Source: an optimization exercise on an open RTL-to-GDS flow (aim: small area and few clock cycles per item). Production flows keep margins and buffers that such runs may drop.
Only simulation tests tie the RTL to the original design; equivalence was not proved.
The clock port is modelled as an ideal driver; clocking choices that lean on that would not hold on a real chip.
Power and IR drop assume default switching activity.

Design lcc_core, start of the top module:
module lcc_core (
    input  wire        clk,
    input  wire        rst,         
    input  wire        cmd_valid,
    output wire        cmd_ready,
    input  wire [7:0]  cmd,
    input  wire [15:0] din,
    output reg         rsp_valid,
    output reg  [15:0] dout,
    output reg  [1:0]  rsp
);
Size in the first run: ~39 flip-flops, roughly 47 I/O pins, ~0.0026 mm^2 of cells after synthesis.
Settings: LEC_CHECK=0, CAP_MARGIN=20, CORE_MARGIN=2, CORE_UTILIZATION=50, GPL_TIMING_DRIVEN=0, SLEW_MARGIN=20; clock period 3.5 ns.
standard.sh (not shown) runs the stock make flow with config.mk's settings and CLKGATE_MAP_FILE= SYNTH_SCRIPT=/design/flow/synth_recipe.tcl, a recipe that flattens the netlist after the stock synthesis.
==> flow/flow/run.sh <==
#!/bin/bash
# Layout flow: the standard flow (standard.sh) with these changes:
#  - synthesis maps with an area-oriented ABC script (flow/synth.tcl),
#    everything else in synthesis is synth_recipe.tcl unchanged;
#  - port buffers use the smallest buffer cell;
#  - clock tree built from small clock buffers, without dummy loads.
# Each tool's full output goes to its own log in this folder.
set -uo pipefail
W=$PWD
export MY_ABC_SCRIPT=$W/flow/abc_area.script
export FLOW_SYNTH_TCL=$W/synth_recipe.tcl
export BUFFER_PORTS_ARGS="-buffer_cell sky130_fd_sc_hd__buf_1"
export CTS_ARGS="-sink_clustering_enable -repair_clock_nets -dont_use_dummy_load -root_buf sky130_fd_sc_hd__clkbuf_4 -buf_list sky130_fd_sc_hd__clkbuf_4 -sink_clustering_size 20"
sed "s#SYNTH_SCRIPT=[^ ]*#SYNTH_SCRIPT=$W/flow/synth.tcl#" standard.sh > my_standard.sh
grep -q "SYNTH_SCRIPT=$W/flow/synth.tcl" my_standard.sh || { echo "could not set synthesis script" >&2; exit 1; }
bash my_standard.sh synth > synth.log 2>&1 || { tail -20 synth.log; exit 1; }
bash my_standard.sh > layout.log 2>&1 || { tail -20 layout.log; exit 1; }
==> flow/flow/abc_area.script <==
strash
&get -n
&fraig -x
&put
scorr
dc2
strash
&get -n
&dch -f
&nf -R 1000
&put
topo
==> flow/flow/synth.tcl <==
# The standard flow's synthesis (synth_recipe.tcl, unchanged) with only the ABC mapping
# script swapped for an area-oriented one and no delay target.
proc abc {args} {
  set i [lsearch $args -script]
  if { $i >= 0 } {
    set args [lreplace $args [expr {$i+1}] [expr {$i+1}] $::env(MY_ABC_SCRIPT)]
  }
  set j [lsearch $args -D]
  if { $j >= 0 } { set args [lreplace $args $j [expr {$j+1}]] }
  puts "abc (area script): $args"
  yosys abc {*}$args
}
source $::env(FLOW_SYNTH_TCL)
Testbench counts at the start, summed over its fixed seeds: cycles 24,008, cmds 24,000.
Change:
--- a/flow/flow/run.sh
+++ b/flow/flow/run.sh
@@ -4,6 +4,4 @@
 #    everything else in synthesis is synth_recipe.tcl unchanged;
 #  - port buffers use the smallest buffer cell;
-#  - clock tree built from small clock buffers, without dummy loads.
-# Each tool's full output goes to its own log in this folder.
 set -uo pipefail
 W=$PWD
@@ -12,4 +10,5 @@
 export BUFFER_PORTS_ARGS="-buffer_cell sky130_fd_sc_hd__buf_1"
 export CTS_ARGS="-sink_clustering_enable -repair_clock_nets -dont_use_dummy_load -root_buf sky130_fd_sc_hd__clkbuf_4 -buf_list sky130_fd_sc_hd__clkbuf_4 -sink_clustering_size 20"
+export PRE_CTS_TCL=$W/flow/cts_hook.tcl
 sed "s#SYNTH_SCRIPT=[^ ]*#SYNTH_SCRIPT=$W/flow/synth.tcl#" standard.sh > my_standard.sh
 grep -q "SYNTH_SCRIPT=$W/flow/synth.tcl" my_standard.sh || { echo "could not set synthesis script" >&2; exit 1; }
==> flow/flow/cts_hook.tcl (new file) <==
if { [info commands orfs_clock_tree_synthesis] == "" } {
  rename clock_tree_synthesis orfs_clock_tree_synthesis
}
proc clock_tree_synthesis { args } {
  orfs_clock_tree_synthesis {*}$args
  estimate_parasitics -placement
  set drivers {}
  foreach pin [get_pins -hierarchical */CLK] {
    set slew [get_property $pin slew_max]
    if { $slew > 0.110 } {
      set net [get_nets -of_objects $pin]
      foreach dpin [get_pins -of_objects $net -filter "direction==output"] {
        set inst [get_cells -of_objects $dpin]
        set name [get_full_name $inst]
        if { [lsearch $drivers $name] < 0 } { lappend drivers $name }
      }
    }
  }
  foreach name $drivers {
    set cell [get_property [get_cells $name] ref_name]
    if { $cell == "sky130_fd_sc_hd__clkbuf_4" || $cell == "sky130_fd_sc_hd__clkbuf_2" } {
      puts "clock buffer $name ($cell) upsized to sky130_fd_sc_hd__clkbuf_8"
      replace_cell $name sky130_fd_sc_hd__clkbuf_8
    }
  }
}
- CAP_MARGIN: 20 -> 0
- SETUP_SLACK_MARGIN: unset -> -0.05
- SLEW_MARGIN: 20 -> 0
=>
- synthesized cell count is unchanged
- routed wire length rose by a few percent
- worst setup slack loses 81 ps
- core utilization rose by 0.10 points
- cell area is about the same
- sequential share of layout area is about the same
Change:
--- a/flow/flow/run.sh
+++ b/flow/flow/run.sh
@@ -4,4 +4,6 @@
 #    everything else in synthesis is synth_recipe.tcl unchanged;
 #  - port buffers use the smallest buffer cell;
+#  - clock tree built from small clock buffers, without dummy loads.
+# Each tool's full output goes to its own log in this folder.
 set -uo pipefail
 W=$PWD
@@ -10,5 +12,4 @@
 export BUFFER_PORTS_ARGS="-buffer_cell sky130_fd_sc_hd__buf_1"
 export CTS_ARGS="-sink_clustering_enable -repair_clock_nets -dont_use_dummy_load -root_buf sky130_fd_sc_hd__clkbuf_4 -buf_list sky130_fd_sc_hd__clkbuf_4 -sink_clustering_size 20"
-export PRE_CTS_TCL=$W/flow/cts_hook.tcl
 sed "s#SYNTH_SCRIPT=[^ ]*#SYNTH_SCRIPT=$W/flow/synth.tcl#" standard.sh > my_standard.sh
 grep -q "SYNTH_SCRIPT=$W/flow/synth.tcl" my_standard.sh || { echo "could not set synthesis script" >&2; exit 1; }
- CAP_MARGIN: 0 -> 20
- CORE_UTILIZATION: 50 -> 80
- PLACE_DENSITY: unset -> 0.85
- SETUP_SLACK_MARGIN: -0.05 -> unset
- SLEW_MARGIN: 0 -> 20
removed: flow/flow/cts_hook.tcl
Result:
- This time the run died in global placement
- synthesized area does not change
- synthesized cell count stays the same

* * *

Starting RTL as in the previous note.
Settings: LEC_CHECK=0, CAP_MARGIN=0, CORE_MARGIN=2, CORE_UTILIZATION=50, GPL_TIMING_DRIVEN=0, SLEW_MARGIN=0; clock period 3.5 ns.
==> flow/flow/run.sh <==
#!/bin/bash
# Layout flow: the standard flow (standard.sh) with these changes:
#  - synthesis maps with an area-oriented ABC script (flow/synth.tcl),
#    everything else in synthesis is synth_recipe.tcl unchanged;
#  - port buffers use the smallest buffer cell;
#  - clock tree built from small clock buffers, without dummy loads.
# Each tool's full output goes to its own log in this folder.
set -uo pipefail
W=$PWD
export MY_ABC_SCRIPT=$W/flow/abc_area.script
export FLOW_SYNTH_TCL=$W/synth_recipe.tcl
export BUFFER_PORTS_ARGS="-buffer_cell sky130_fd_sc_hd__buf_1"
export CTS_ARGS="-sink_clustering_enable -repair_clock_nets -dont_use_dummy_load -root_buf sky130_fd_sc_hd__clkbuf_8 -buf_list sky130_fd_sc_hd__clkbuf_8 -sink_clustering_size 40 -sink_clustering_max_diameter 200"
sed "s#SYNTH_SCRIPT=[^ ]*#SYNTH_SCRIPT=$W/flow/synth.tcl#" standard.sh > my_standard.sh
grep -q "SYNTH_SCRIPT=$W/flow/synth.tcl" my_standard.sh || { echo "could not set synthesis script" >&2; exit 1; }
bash my_standard.sh synth > synth.log 2>&1 || { tail -20 synth.log; exit 1; }
bash my_standard.sh > layout.log 2>&1 || { tail -20 layout.log; exit 1; }
Scripts as last shown in full above: flow/flow/abc_area.script, flow/flow/synth.tcl
The starting point completed without violations.
Testbench counts at the start, summed over its fixed seeds: cycles 24,008, cmds 24,000.
Next try:
--- a/flow/flow/run.sh
+++ b/flow/flow/run.sh
@@ -11,5 +11,5 @@
 export FLOW_SYNTH_TCL=$W/synth_recipe.tcl
 export BUFFER_PORTS_ARGS="-buffer_cell sky130_fd_sc_hd__buf_1"
-export CTS_ARGS="-sink_clustering_enable -repair_clock_nets -dont_use_dummy_load -root_buf sky130_fd_sc_hd__clkbuf_8 -buf_list sky130_fd_sc_hd__clkbuf_8 -sink_clustering_size 40 -sink_clustering_max_diameter 200"
+export CTS_ARGS="-sink_clustering_enable -repair_clock_nets -dont_use_dummy_load -root_buf sky130_fd_sc_hd__clkbuf_4 -buf_list sky130_fd_sc_hd__clkbuf_4 -sink_clustering_size 20"
 sed "s#SYNTH_SCRIPT=[^ ]*#SYNTH_SCRIPT=$W/flow/synth.tcl#" standard.sh > my_standard.sh
 grep -q "SYNTH_SCRIPT=$W/flow/synth.tcl" my_standard.sh || { echo "could not set synthesis script" >&2; exit 1; }
What happened: Worst hold slack hardly moves; utilization shrinks by 0.75 points; cell count is unchanged; total power shrinks by 7.3%; sequential share of layout area grows by 0.33 points; non-clock buffer count stays the same; global-route usage stays flat; final area shrinks by 1.2%; synthesized area stays the same; setup slack gets worse by 0.080 ns.
Next try:
==> flow/flow/abc_area.script (replaced) <==
strash
dc2
&get -n
&deepsyn -I 1 -J 100 -S 2
&put
&get -n
&dch -f
&nf -R 1000
&put
topo
--- a/flow/config.mk
+++ b/flow/config.mk
@@ -6,7 +6,7 @@
 export NUM_CORES = 4
 export LEC_CHECK = 0
-export CAP_MARGIN = 0
+export CAP_MARGIN = 20
 export CORE_MARGIN = 2
 export CORE_UTILIZATION = 50
 export GPL_TIMING_DRIVEN = 0
-export SLEW_MARGIN = 0
+export SLEW_MARGIN = 20
After rerunning: Total power grows by 0.70%. Via count grows by 5.6%. Register-to-register slack degrades by 0.11 ns. Clock-buffer cell count is unchanged. Design area grows by 4.7%. Worst hold slack improves by 0.021 ns. Non-clock buffer count grows by 8.
Next try:
--- a/flow/flow/run.sh
+++ b/flow/flow/run.sh
@@ -4,6 +4,4 @@
 #    everything else in synthesis is synth_recipe.tcl unchanged;
 #  - port buffers use the smallest buffer cell;
-#  - clock tree built from small clock buffers, without dummy loads.
-# Each tool's full output goes to its own log in this folder.
 set -uo pipefail
 W=$PWD
@@ -12,4 +10,7 @@
 export BUFFER_PORTS_ARGS="-buffer_cell sky130_fd_sc_hd__buf_1"
 export CTS_ARGS="-sink_clustering_enable -repair_clock_nets -dont_use_dummy_load -root_buf sky130_fd_sc_hd__clkbuf_4 -buf_list sky130_fd_sc_hd__clkbuf_4 -sink_clustering_size 20"
+export PRE_CTS_TCL=$W/flow/cts_hook.tcl
+export REMOVE_ABC_BUFFERS=1
+export SKIP_CTS_REPAIR_TIMING=1
 sed "s#SYNTH_SCRIPT=[^ ]*#SYNTH_SCRIPT=$W/flow/synth.tcl#" standard.sh > my_standard.sh
 grep -q "SYNTH_SCRIPT=$W/flow/synth.tcl" my_standard.sh || { echo "could not set synthesis script" >&2; exit 1; }
==> flow/flow/abc_area.script (replaced) <==
strash
&get -n
&fraig -x
&put
scorr
dc2
strash
&get -n
&dch -f
&nf -R 1000
&put
topo
==> flow/flow/cts_hook.tcl (new file) <==
if { [info commands orfs_clock_tree_synthesis] == "" } {
  rename clock_tree_synthesis orfs_clock_tree_synthesis
}
proc clock_tree_synthesis { args } {
  orfs_clock_tree_synthesis {*}$args
  estimate_parasitics -placement
  set drivers {}
  foreach pin [get_pins -hierarchical */CLK] {
    set slew [get_property $pin slew_max]
    if { $slew > 0.110 } {
      set net [get_nets -of_objects $pin]
      foreach dpin [get_pins -of_objects $net -filter "direction==output"] {
        set inst [get_cells -of_objects $dpin]
        set name [get_full_name $inst]
        if { [lsearch $drivers $name] < 0 } { lappend drivers $name }
      }
    }
  }
  foreach name $drivers {
    set cell [get_property [get_cells $name] ref_name]
    if { $cell == "sky130_fd_sc_hd__clkbuf_4" || $cell == "sky130_fd_sc_hd__clkbuf_2" } {
      puts "clock buffer $name ($cell) upsized to sky130_fd_sc_hd__clkbuf_8"
      replace_cell $name sky130_fd_sc_hd__clkbuf_8
    }
  }
}
--- a/flow/config.mk
+++ b/flow/config.mk
@@ -6,7 +6,7 @@
 export NUM_CORES = 4
 export LEC_CHECK = 0
-export CAP_MARGIN = 20
+export CAP_MARGIN = 0
 export CORE_MARGIN = 2
 export CORE_UTILIZATION = 50
 export GPL_TIMING_DRIVEN = 0
-export SLEW_MARGIN = 20
+export SLEW_MARGIN = 0
Effect: Sequential share of layout area rises by 1.0 points; synthesized area rises by 2.0%; clock power rises by 11%; hold slack got worse by 0.019 ns; global-route usage falls by 2.8 points; clock-buffer cell count is unchanged; clock skew rises by 0.0079 ns.
Next try:
--- a/flow/flow/run.sh
+++ b/flow/flow/run.sh
@@ -12,5 +12,4 @@
 export PRE_CTS_TCL=$W/flow/cts_hook.tcl
 export REMOVE_ABC_BUFFERS=1
-export SKIP_CTS_REPAIR_TIMING=1
 sed "s#SYNTH_SCRIPT=[^ ]*#SYNTH_SCRIPT=$W/flow/synth.tcl#" standard.sh > my_standard.sh
 grep -q "SYNTH_SCRIPT=$W/flow/synth.tcl" my_standard.sh || { echo "could not set synthesis script" >&2; exit 1; }
=> The changed run went through all stages and came out clean; sequential power is about the same; global-route usage is higher by 0.16 points; worst hold slack stays flat.
Next try:
--- a/flow/flow/run.sh
+++ b/flow/flow/run.sh
@@ -11,5 +11,4 @@
 export CTS_ARGS="-sink_clustering_enable -repair_clock_nets -dont_use_dummy_load -root_buf sky130_fd_sc_hd__clkbuf_4 -buf_list sky130_fd_sc_hd__clkbuf_4 -sink_clustering_size 20"
 export PRE_CTS_TCL=$W/flow/cts_hook.tcl
-export REMOVE_ABC_BUFFERS=1
 sed "s#SYNTH_SCRIPT=[^ ]*#SYNTH_SCRIPT=$W/flow/synth.tcl#" standard.sh > my_standard.sh
 grep -q "SYNTH_SCRIPT=$W/flow/synth.tcl" my_standard.sh || { echo "could not set synthesis script" >&2; exit 1; }
Sequential cell count does not change; routed wire length increases by 2.4%; die area does not change; synthesized cell count is unchanged.

## port drivers added, routing unchanged
How much do the figures lean on ideal ports? The routed layouts below were timed once more, with nothing changed but the port constraints.
Step 1 assumes that a clkbuf_16 drives the clock port and a buf_2 every other input.
Step 2 times the ports against the registers' clock, not the clock port: input delays grow and output delays shrink by t, the midpoint of the rising clock arrivals with the driver on.
a / b / c = no drivers / after step 1 / after step 2; a / b = the first two.
run | t, ns | slack for setup (ns) | hold slack, ns | worst setup path after step 2 | pins driven straight from the clock port
the first run of note 1 | 0.374 | 0.277 / 0.279 / -0.095 | 0.538 / 0.538 / 0.538 | input to register | 1
the second run of note 1 | 0.358 | 0.196 / 0.203 / -0.155 | 0.525 / 0.525 / 0.525 | input to register | 1
the first run of note 2 | 0.314 | 0.287 / 0.294 / -0.019 | 0.525 / 0.525 / 0.525 | input to register | 1
the second run of note 2 | 0.373 | 0.207 / 0.215 / -0.158 | 0.526 / 0.526 / 0.526 | input to register | 1
the third run of note 2 | 0.367 | 0.089 / 0.098 / -0.269 | 0.547 / 0.547 / 0.547 | input to register | 1
the fourth run of note 2 | 0.353 | 0.237 / 0.239 / -0.114 | 0.528 / 0.528 / 0.528 | input to register | 1
the fifth run of note 2 | 0.354 | 0.218 / 0.220 / -0.133 | 0.526 / 0.526 / 0.526 | input to register | 1
the sixth run of note 2 | 0.358 | 0.196 / 0.203 / -0.155 | 0.525 / 0.525 / 0.525 | input to register | 1
Met with ideal ports but missed after step 2: setup timing in every run listed. For the first run of note 1, which loses most, drivers alone change the setup slack by +0.002 ns; drivers and shift together by -0.372 ns.
